What follows belongs to an exercise in optimizing a design on an open flow for small area, a short achievable clock period and few clock cycles; a production flow would make more cautious choices. In this exercise RTL edits were held to simulation tests only and were not proved equivalent to the original.

==> run a: inputs <==
// bluenumi_led
module bluenumi_led (
    input  wire        clk,
    input  wire        rst,           
    input  wire        cmd_valid,
    output wire        cmd_ready,
    input  wire [63:0] cmd_word,
    input  wire [31:0] cmd_now,       
    output wire        rsp_valid,
    output wire [3:0]  rsp_status,
    output wire [31:0] led_level      
);
Settings: LEC_CHECK=0, ABC_AREA=1, CAP_MARGIN=20, CORE_MARGIN=2, CORE_UTILIZATION=45, PLACE_DENSITY=0.6, SLEW_MARGIN=20, SYNTH_HIERARCHICAL=1, SYNTH_MEMORY_MAX_BITS=131072; clock period 30.0 ns.
standard.sh (not shown) runs the stock make flow with config.mk's settings and CLKGATE_MAP_FILE= SYNTH_SCRIPT=/design/flow/synth_recipe.tcl, a recipe that flattens the netlist after the stock synthesis.
==> flow/flow/run.sh <==
#!/bin/bash
# The standard layout (standard.sh) with these changes:
# - the buffers that buffer_ports puts on every input and output port are
#   sky130_fd_sc_hd__buf_1 cells instead of the tool's default pick
#   (clkdlybuf4s50_1, a delay cell);
# - after the standard synthesis, the netlist's combinational logic is
#   improved without touching any register (same cells, same names):
#   flow/fa_polarity.py removes inverters around the full-adder cells (a full
#   adder is self-dual), then flow/remap.py maps the logic again with ABC
#   (flow/remap.abc, the standard dont_use list in flow/dontuse.txt), keeping
#   flip-flops, full-adder cells and the logic of the rsp_valid/rsp_status paths as
#   they are. The netlist computes the same function; the standard flow then
#   goes on from it.
# Logs: synth.log, standard.log (make's output), fa_polarity.log, remap.log
# (and the netlist's .remap.log beside it), and ORFS's own logs in orfs/logs.
set -euo pipefail
ARGS='BUFFER_PORTS_ARGS=-buffer_cell sky130_fd_sc_hd__buf_1'
R=orfs/results/${FLOW_PLATFORM:-sky130hd}/bluenumi_led/base
bash standard.sh "$ARGS" synth > synth.log 2>&1
python3 flow/fa_polarity.py "$R/1_2_yosys.v" > fa_polarity.log 2>&1
python3 flow/remap.py "$R/1_2_yosys.v" flow/remap.abc flow/dontuse.txt rsp_valid rsp_status > remap.log 2>&1
rm -f "$R/1_synth.odb" "$R/1_synth.sdc"
bash standard.sh "$ARGS" finish > standard.log 2>&1
==> flow/flow/remap.abc <==
strash
dch -f
map -D 3500
topo
stime -c
buffer -c
upsize -c -D 4000
dnsize -c -D 4000
Other scripts of this flow, unchanged in this note and not shown: flow/flow/dontuse.txt, flow/flow/fa_polarity.py, flow/flow/remap.py
==> run b (differences from run a) <==
==> flow/flow/remap.abc (replaced) <==
strash
dch -f
map -D 3500
topo
stime -c
buffer -c
upsize -c -D 4200
dnsize -c -D 4200
CORE_UTILIZATION = 60.0   (was 45)
CTS_BUF_LIST = sky130_fd_sc_hd__clkbuf_8   (was unset)
PLACE_DENSITY = 0.7   (was 0.6)
==> impl_metrics.toml <==
[run_status]
status = "complete, no violations"

[worst_setup_path]
crit_cells = 27
endpoint = "led_level[28]"
reg2regPathDepth = 26
critical_path_buf_inv_count = 3

[grt]
gr-usage-met2_pct = 63.6

[yosys]
syn_area_mm2 = 0.00673

[sta]
max_freq_mhz = 74.3
period_minus_slack_ns = 13.46
whs_ns = 0.487
finClkSkew_ns = 0.00881

[clocking]
insertion_delay_ns = 0.33

[final_layout]
multi_input_area_share_pct = 66.3
finalInstanceArea_mm2 = 0.00746

[die]
die_height_um = 110
rows = 38

[detailed_routing]
drt-initial-drc-count = 872
vias = 7632

[min_path]
min-delay-start = "lvl[1][2]"
Source of the figures above: run b

==> impl_metrics.toml <==
[worst_setup_path]
crit_cells = 31
endpoint = "led_level[29]"
critical_path_buf_inv_count = 4

[die]
die_height_um = 127
rows = 44

[detailed_routing]
vias = 7286
drt-initial-drc-count = 625

[sta]
whs_ns = 0.477
max_freq_mhz = 75.4

[run_status]
status = "complete, no violations"

[min_path]
min-delay-start = "lvl[0][3]"

[yosys]
syn_area_mm2 = 0.00681
Source of the figures above: run a

Testbench counts of run a, summed over its fixed seeds: cycles 37,036.
Testbench counts of run b, summed over its fixed seeds: cycles 37,036.

---

==> inputs of run H <==
bluenumi_led, a different RTL version from the one above (not shown whole).
clock: 30.0 ns
lec_check: 0
abc_area: 1
cap_margin: 20
core_margin: 2
core_utilization: 45
place_density: 0.6
slew_margin: 20
synth_hierarchical: 1
synth_memory_max_bits: 131072
==> flow/flow/run.sh <==
#!/bin/bash
# The standard layout (standard.sh) with these changes:
# - the buffers that buffer_ports puts on every input and output port are
#   sky130_fd_sc_hd__buf_1 cells instead of the tool's default pick
#   (clkdlybuf4s50_1, a delay cell);
# - after the standard synthesis, the netlist's combinational logic is
#   improved without touching any register (same cells, same names):
#   flow/fa_polarity.py removes inverters around the full-adder cells (a full
#   adder is self-dual), then flow/remap.py maps the logic again with ABC
#   (flow/remap.abc, the standard dont_use list in flow/dontuse.txt), keeping
#   flip-flops, adder cells and the logic of the rsp_valid/rsp_status paths as
#   they are. The netlist computes the same function; the standard flow then
#   goes on from it.
# Logs: synth.log, standard.log (make's output), fa_polarity.log, remap.log
# (and the netlist's .remap.log beside it), and ORFS's own logs in orfs/logs.
set -euo pipefail
ARGS='BUFFER_PORTS_ARGS=-buffer_cell sky130_fd_sc_hd__buf_1'
R=orfs/results/${FLOW_PLATFORM:-sky130hd}/bluenumi_led/base
bash standard.sh "$ARGS" synth > synth.log 2>&1
python3 flow/fa_polarity.py "$R/1_2_yosys.v" > fa_polarity.log 2>&1
python3 flow/remap.py "$R/1_2_yosys.v" flow/remap.abc flow/dontuse.txt rsp_valid rsp_status > remap.log 2>&1
rm -f "$R/1_synth.odb" "$R/1_synth.sdc"
bash standard.sh "$ARGS" finish > standard.log 2>&1
==> flow/flow/remap.abc <==
strash
dch -f
map -a
topo
stime -c
buffer -c
upsize -c
dnsize -c
==> flow/flow/remap.py <==
#!/usr/bin/env python3
"""Map the combinational logic of a Yosys sky130 netlist again with ABC.

Keeps every flip-flop, full/half adder and tie cell as it is, and keeps the
logic in the fan-in cone of the given output ports (the one-cycle response
paths) as it is; all other combinational cells are mapped again from their
functions with an ABC script, with the same dont_use list as the standard
synthesis. The function of the netlist does not change.

usage: remap.py NETLIST.v ABC_SCRIPT DONT_USE_FILE KEEP_PORT... (rewrites NETLIST.v)
"""
import os
import re
import subprocess
import sys

FLOW_HOME = os.environ.get("FLOW_HOME", "/OpenROAD-flow-scripts/flow")
LIB = os.path.join(FLOW_HOME, "platforms/sky130hd/lib/sky130_fd_sc_hd__tt_025C_1v80.lib")
YOSYS = os.environ.get("YOSYS_EXE") or (
    os.path.join(FLOW_HOME, "../tools/install/yosys/bin/yosys")
    if os.path.exists(os.path.join(FLOW_HOME, "../tools/install/yosys/bin/yosys")) else "yosys")
OUT_PINS = {"X", "Y", "Q", "Q_N", "SUM", "COUT", "HI", "LO"}
SEQ_RE = re.compile(r"sky130_fd_sc_hd__(e?dfx|dfr|dfs|dfb|sdf|edf|dlx|dlr|sdl|dlc|fa_|ha_|conb)")

path, script, dontuse_file = sys.argv[1:4]
keep_ports = sys.argv[4:]
text = open(path).read()
mstart = text.index("module ")
top = re.match(r"module\s+(\S+?)\s*\(", text[mstart:]).group(1)

cell_re = re.compile(r"^\s*(sky130_fd_sc_hd__\w+)\s+(\S+)\s*\((.*?)\);\s*$", re.S | re.M)
cells = []
for m in cell_re.finditer(text):
    pins = [(pm.group(1), pm.group(2).strip()) for pm in re.finditer(r"\.(\w+)\(([^()]*)\)", m.group(3))]
    cells.append((m.group(1), m.group(2), pins))
driver = {}
for ci, (t, n, pins) in enumerate(cells):
    for p, net in pins:
        if p in OUT_PINS:
            driver[net] = ci
assigns = {}
for m in re.finditer(r"^\s*assign\s+(.+?)\s*=\s*(.+?);", text, re.M):
    assigns[m.group(1).strip()] = m.group(2).strip()

def port_bits(name):
    out = []
    for m in re.finditer(r"^\s*output\s+(\[(\d+):(\d+)\]\s*)?(\S+?)\s*;", text, re.M):
        if m.group(4) == name:
            if m.group(1):
                hi, lo = int(m.group(2)), int(m.group(3))
                out += [f"{name}[{i}]" for i in range(min(hi, lo), max(hi, lo) + 1)]
            else:
                out.append(name)
    return out

# fan-in cone of the kept ports, through combinational cells only
keep = set()
stack = []
for p in keep_ports:
    stack += port_bits(p)
seen = set()
while stack:
    net = stack.pop()
    if net in seen:
        continue
    seen.add(net)
    if net in assigns:
        stack.append(assigns[net])
    ci = driver.get(net)
    if ci is None or SEQ_RE.match(cells[ci][0]):
        continue
    keep.add(cells[ci][1])
    for p, n in cells[ci][2]:
        if p not in OUT_PINS:
            stack.append(n)

# kept cells (sequential, adders, tie cells, the cone) become blackbox stubs
stub_pins = {}
for t, n, pins in cells:
    if SEQ_RE.match(t) or n in keep:
        stub_pins.setdefault(t, set()).update(p for p, _ in pins)
body = text
def retype(m):
    t, n = m.group(1), m.group(2)
    if t in stub_pins and (SEQ_RE.match(t) or n in keep):
        return m.group(0).replace(t, "KEEP__" + t, 1)
    return m.group(0)
body = cell_re.sub(retype, body)
stubs = []
for t, ps in sorted(stub_pins.items()):
    decl = ", ".join(("output " if p in OUT_PINS else "input ") + p for p in sorted(ps))
    stubs.append(f"(* blackbox *)\nmodule KEEP__{t}({decl});\nendmodule\n")
dontuse = open(dontuse_file).read().strip()
src = path + ".remap_in.v"
tmp = path + ".remap_out.v"
ys = path + ".remap.ys"
open(src, "w").write("".join(stubs) + body)
with open(ys, "w") as f:
    f.write(f"read_liberty -ignore_miss_func -ignore_miss_dir {LIB}\n")
    f.write(f"read_verilog {src}\n")
    f.write(f"hierarchy -top {top}\n")
    f.write("flatten\nopt_clean\n")
    f.write(f"abc -script {script} -liberty {LIB} {dontuse}\n")
    f.write("opt_clean -purge\n")
    f.write("rename -enumerate -pattern _rm%_\n")
    f.write(f"select -module {top}\n")
    f.write(f"write_verilog -noattr -noexpr -selected {tmp}\n")
r = subprocess.run([YOSYS, "-s", ys], capture_output=True, text=True)
open(path + ".remap.log", "w").write(r.stdout + r.stderr)
if r.returncode != 0:
    sys.stderr.write(r.stdout[-5000:] + r.stderr)
    sys.exit(1)
new = open(tmp).read().replace("KEEP__sky130_fd_sc_hd__", "sky130_fd_sc_hd__")
open(path, "w").write(new)
print(f"kept {len(keep)} cells in the cone of {' '.join(keep_ports)}")
Other scripts of this flow, unchanged in this note and not shown: flow/flow/dontuse.txt, flow/flow/fa_polarity.py
==> run D: changes against run H <==
--- a/flow/design.v
+++ b/flow/design.v
@@ -236,27 +236,31 @@
     wire fold_t148 = (fold_t132 & fold_t133) | (fold_t132 & fold_t146) | (fold_t133 & fold_t146);
     wire fold_t149 = fold_t134 ^ fold_t135 ^ fold_t148;
     wire fold_t150 = (fold_t134 & fold_t135) | (fold_t134 & fold_t148) | (fold_t135 & fold_t148);
     wire fold_t151 = fold_t137 ^ fold_t150;
     wire fold_t152 = fold_t137 & fold_t150;
     wire fold_t153 = fold_t138 ^ fold_t152;
     wire fold_t154 = fold_t138 & fold_t152;
     assign S2 = {fold_t153, fold_t151, fold_t149, fold_t147, fold_t145, fold_t143, fold_t141, fold_t139};
-    wire [6:0] m_q = (s2_q >= 8'd125) ? s2_q[6:0] - 7'd125 : s2_q[6:0];
-    wire [8:0] v_q = {m_q, t_q};
-    wire [8:0] w_q = 9'd500 - v_q;
-    wire [2:0] dj  = a_q - v_q[4:2];
+    wire       k_q  = (s2_q >= 8'd125);
+    wire [9:0] u_q  = {s2_q, t_q};
+    wire [8:0] v0_q = u_q[8:0];
+    wire [8:0] v1_q = u_q - 10'd500;
+    wire [8:0] w0_q = 10'd500 - u_q;
+    wire [8:0] w1_q = 10'd1000 - u_q;
+    wire [2:0] m3  = s2_q[2:0] - (k_q ? 3'd5 : 3'd0);
+    wire [2:0] dj  = a_q - m3;
     wire [2:0] j_q = {dj[2] ^ dj[0], dj[1:0]};
     wire neg0 = j_q[2] ^ (j_q[1:0] != 2'd0);
     wire neg1 = j_q[2] ^ j_q[1];
     wire neg2 = j_q[2] ^ (j_q[1:0] == 2'd3);
     wire neg3 = j_q[2];
     wire xw = led_pattern ? phase : j_q[0];
-    wire [8:0] x = xw ? w_q : v_q;
+    wire [8:0] x = xw ? (k_q ? w1_q : w0_q) : (k_q ? v1_q : v0_q);
     wire [9:0] sin_a = {xw ? neg3 : neg0, x};
     wire [9:0] cos_a = {xw ? neg1 : neg2, x};
     wire [7:0] s_q, c_q;
     wire sin_n19, sin_n20, sin_n21, sin_n22, sin_n23, sin_n24, sin_n25,
     sin_n26, sin_n27, sin_n28, sin_n29, sin_n30, sin_n31, sin_n32, sin_n33,
     sin_n34, sin_n35, sin_n36, sin_n37, sin_n38, sin_n39, sin_n40, sin_n41,
     sin_n42, sin_n43, sin_n44, sin_n45, sin_n46, sin_n47, sin_n48, sin_n49,
     sin_n50, sin_n51, sin_n52, sin_n53, sin_n54, sin_n55, sin_n56, sin_n57,
--- a/flow/flow/run.sh
+++ b/flow/flow/run.sh
@@ -3,17 +3,17 @@
 # - the buffers that buffer_ports puts on every input and output port are
 #   sky130_fd_sc_hd__buf_1 cells instead of the tool's default pick
 #   (clkdlybuf4s50_1, a delay cell);
 # - after the standard synthesis, the netlist's combinational logic is
 #   improved without touching any register (same cells, same names):
 #   flow/fa_polarity.py removes inverters around the full-adder cells (a full
 #   adder is self-dual), then flow/remap.py maps the logic again with ABC
 #   (flow/remap.abc, the standard dont_use list in flow/dontuse.txt), keeping
-#   flip-flops, adder cells and the logic of the rsp_valid/rsp_status paths as
+#   flip-flops, full-adder cells and the logic of the rsp_valid/rsp_status paths as
 #   they are. The netlist computes the same function; the standard flow then
 #   goes on from it.
 # Logs: synth.log, standard.log (make's output), fa_polarity.log, remap.log
 # (and the netlist's .remap.log beside it), and ORFS's own logs in orfs/logs.
 set -euo pipefail
 ARGS='BUFFER_PORTS_ARGS=-buffer_cell sky130_fd_sc_hd__buf_1'
 R=orfs/results/${FLOW_PLATFORM:-sky130hd}/bluenumi_led/base
 bash standard.sh "$ARGS" synth > synth.log 2>&1
==> flow/flow/remap.abc (replaced) <==
strash
dch -f
map -D 3500
topo
stime -c
buffer -c
upsize -c -D 4200
dnsize -c -D 4200
--- a/flow/flow/remap.py
+++ b/flow/flow/remap.py
@@ -15,17 +15,17 @@
 import sys
 
 FLOW_HOME = os.environ.get("FLOW_HOME", "/OpenROAD-flow-scripts/flow")
 LIB = os.path.join(FLOW_HOME, "platforms/sky130hd/lib/sky130_fd_sc_hd__tt_025C_1v80.lib")
 YOSYS = os.environ.get("YOSYS_EXE") or (
     os.path.join(FLOW_HOME, "../tools/install/yosys/bin/yosys")
     if os.path.exists(os.path.join(FLOW_HOME, "../tools/install/yosys/bin/yosys")) else "yosys")
 OUT_PINS = {"X", "Y", "Q", "Q_N", "SUM", "COUT", "HI", "LO"}
-SEQ_RE = re.compile(r"sky130_fd_sc_hd__(e?dfx|dfr|dfs|dfb|sdf|edf|dlx|dlr|sdl|dlc|fa_|ha_|conb)")
+SEQ_RE = re.compile(r"sky130_fd_sc_hd__(e?dfx|dfr|dfs|dfb|sdf|edf|dlx|dlr|sdl|dlc|fa_|conb)")
 
 path, script, dontuse_file = sys.argv[1:4]
 keep_ports = sys.argv[4:]
 text = open(path).read()
 mstart = text.index("module ")
 top = re.match(r"module\s+(\S+?)\s*\(", text[mstart:]).group(1)
 
 cell_re = re.compile(r"^\s*(sky130_fd_sc_hd__\w+)\s+(\S+)\s*\((.*?)\);\s*$", re.S | re.M)
CTS_BUF_LIST = sky130_fd_sc_hd__clkbuf_8   (was not set)
CTS_CLUSTER_SIZE = 40   (was not set)
==> run P: changes against run H <==
==> flow/flow/remap.abc (replaced) <==
strash
&get -n
&st
&dch -f
&nf -R 1000
&put
topo
stime -c
buffer -c
upsize -c
dnsize -c
==> flow_metrics.env <==
export IMPL_cp_endpoint="led_level[2]"
export IMPL_path_buf_inv=16
export IMPL_drt_iter0_markers=623
export IMPL_outcome="timing/DRC/antenna clean"
export IMPL_placedInstanceArea_sq_mm=0.00763
export IMPL_die_w_um=128
export IMPL_buffers=144
the above is filed under run H

==> flow_metrics.env <==
export IMPL_outcome="timing/DRC/antenna clean"
export IMPL_grt_busiest_layer="met2"
export IMPL_buffers=147
export IMPL_path_buf_inv=3
export IMPL_cp_endpoint="led_level[18]"
export IMPL_die_w_um=126
the above is filed under run P

==> flow_metrics.env <==
export IMPL_outcome="timing/DRC/antenna clean"
export IMPL_placedInstanceArea_sq_mm=0.00741
export IMPL_die_w_um=126
export IMPL_buffers=142
export IMPL_cp_endpoint="rsp_status[2]"
export IMPL_drt_iter0_markers=705
the above is filed under run D

Testbench counts of run H, summed over its fixed seeds: cycles 37,036.
Testbench counts of run D, summed over its fixed seeds: cycles 37,036.
Testbench counts of run P, summed over its fixed seeds: cycles 37,036.

[static timing again, ports no longer ideal]
Ports are ideal in the flow. The routed layouts listed here were re-timed in OpenROAD. Step 1 assumes that a clkbuf_16 drives the clock port and a buf_2 every other input. Step 2 times the ports against the registers' clock, not the clock port: input delays grow and output delays shrink by t, the midpoint of the rising clock arrivals with the driver on. Slacks: ideal / step 1 / step 2; pairs: ideal / step 1.
| run | t, ns | slack for setup (ns) | worst setup path at the end | clock arrival spread, ns | pins driven straight from the clock port |
|---|---|---|---|---|---|
| run a | 0.349 | 16.744 / 16.703 / 16.941 | input to output | 0.012 / 0.012 | 1 |
| run b | 0.359 | 16.540 / 16.504 / 16.774 | input to register | 0.009 / 0.008 | 1 |
| run H | 0.334 | 16.727 / 16.688 / 16.928 | input to output | 0.008 / 0.008 | 1 |
| run D | 0.364 | 16.952 / 16.933 / 16.933 | input to output | 0.008 / 0.008 | 1 |
| run P | 0.337 | 16.143 / 16.103 / 16.440 | register to output | 0.009 / 0.008 | 1 |
After both steps every run listed still meets setup and hold. For run D, which loses most, drivers alone change the setup slack by -0.019 ns; drivers and shift together by -0.019 ns.
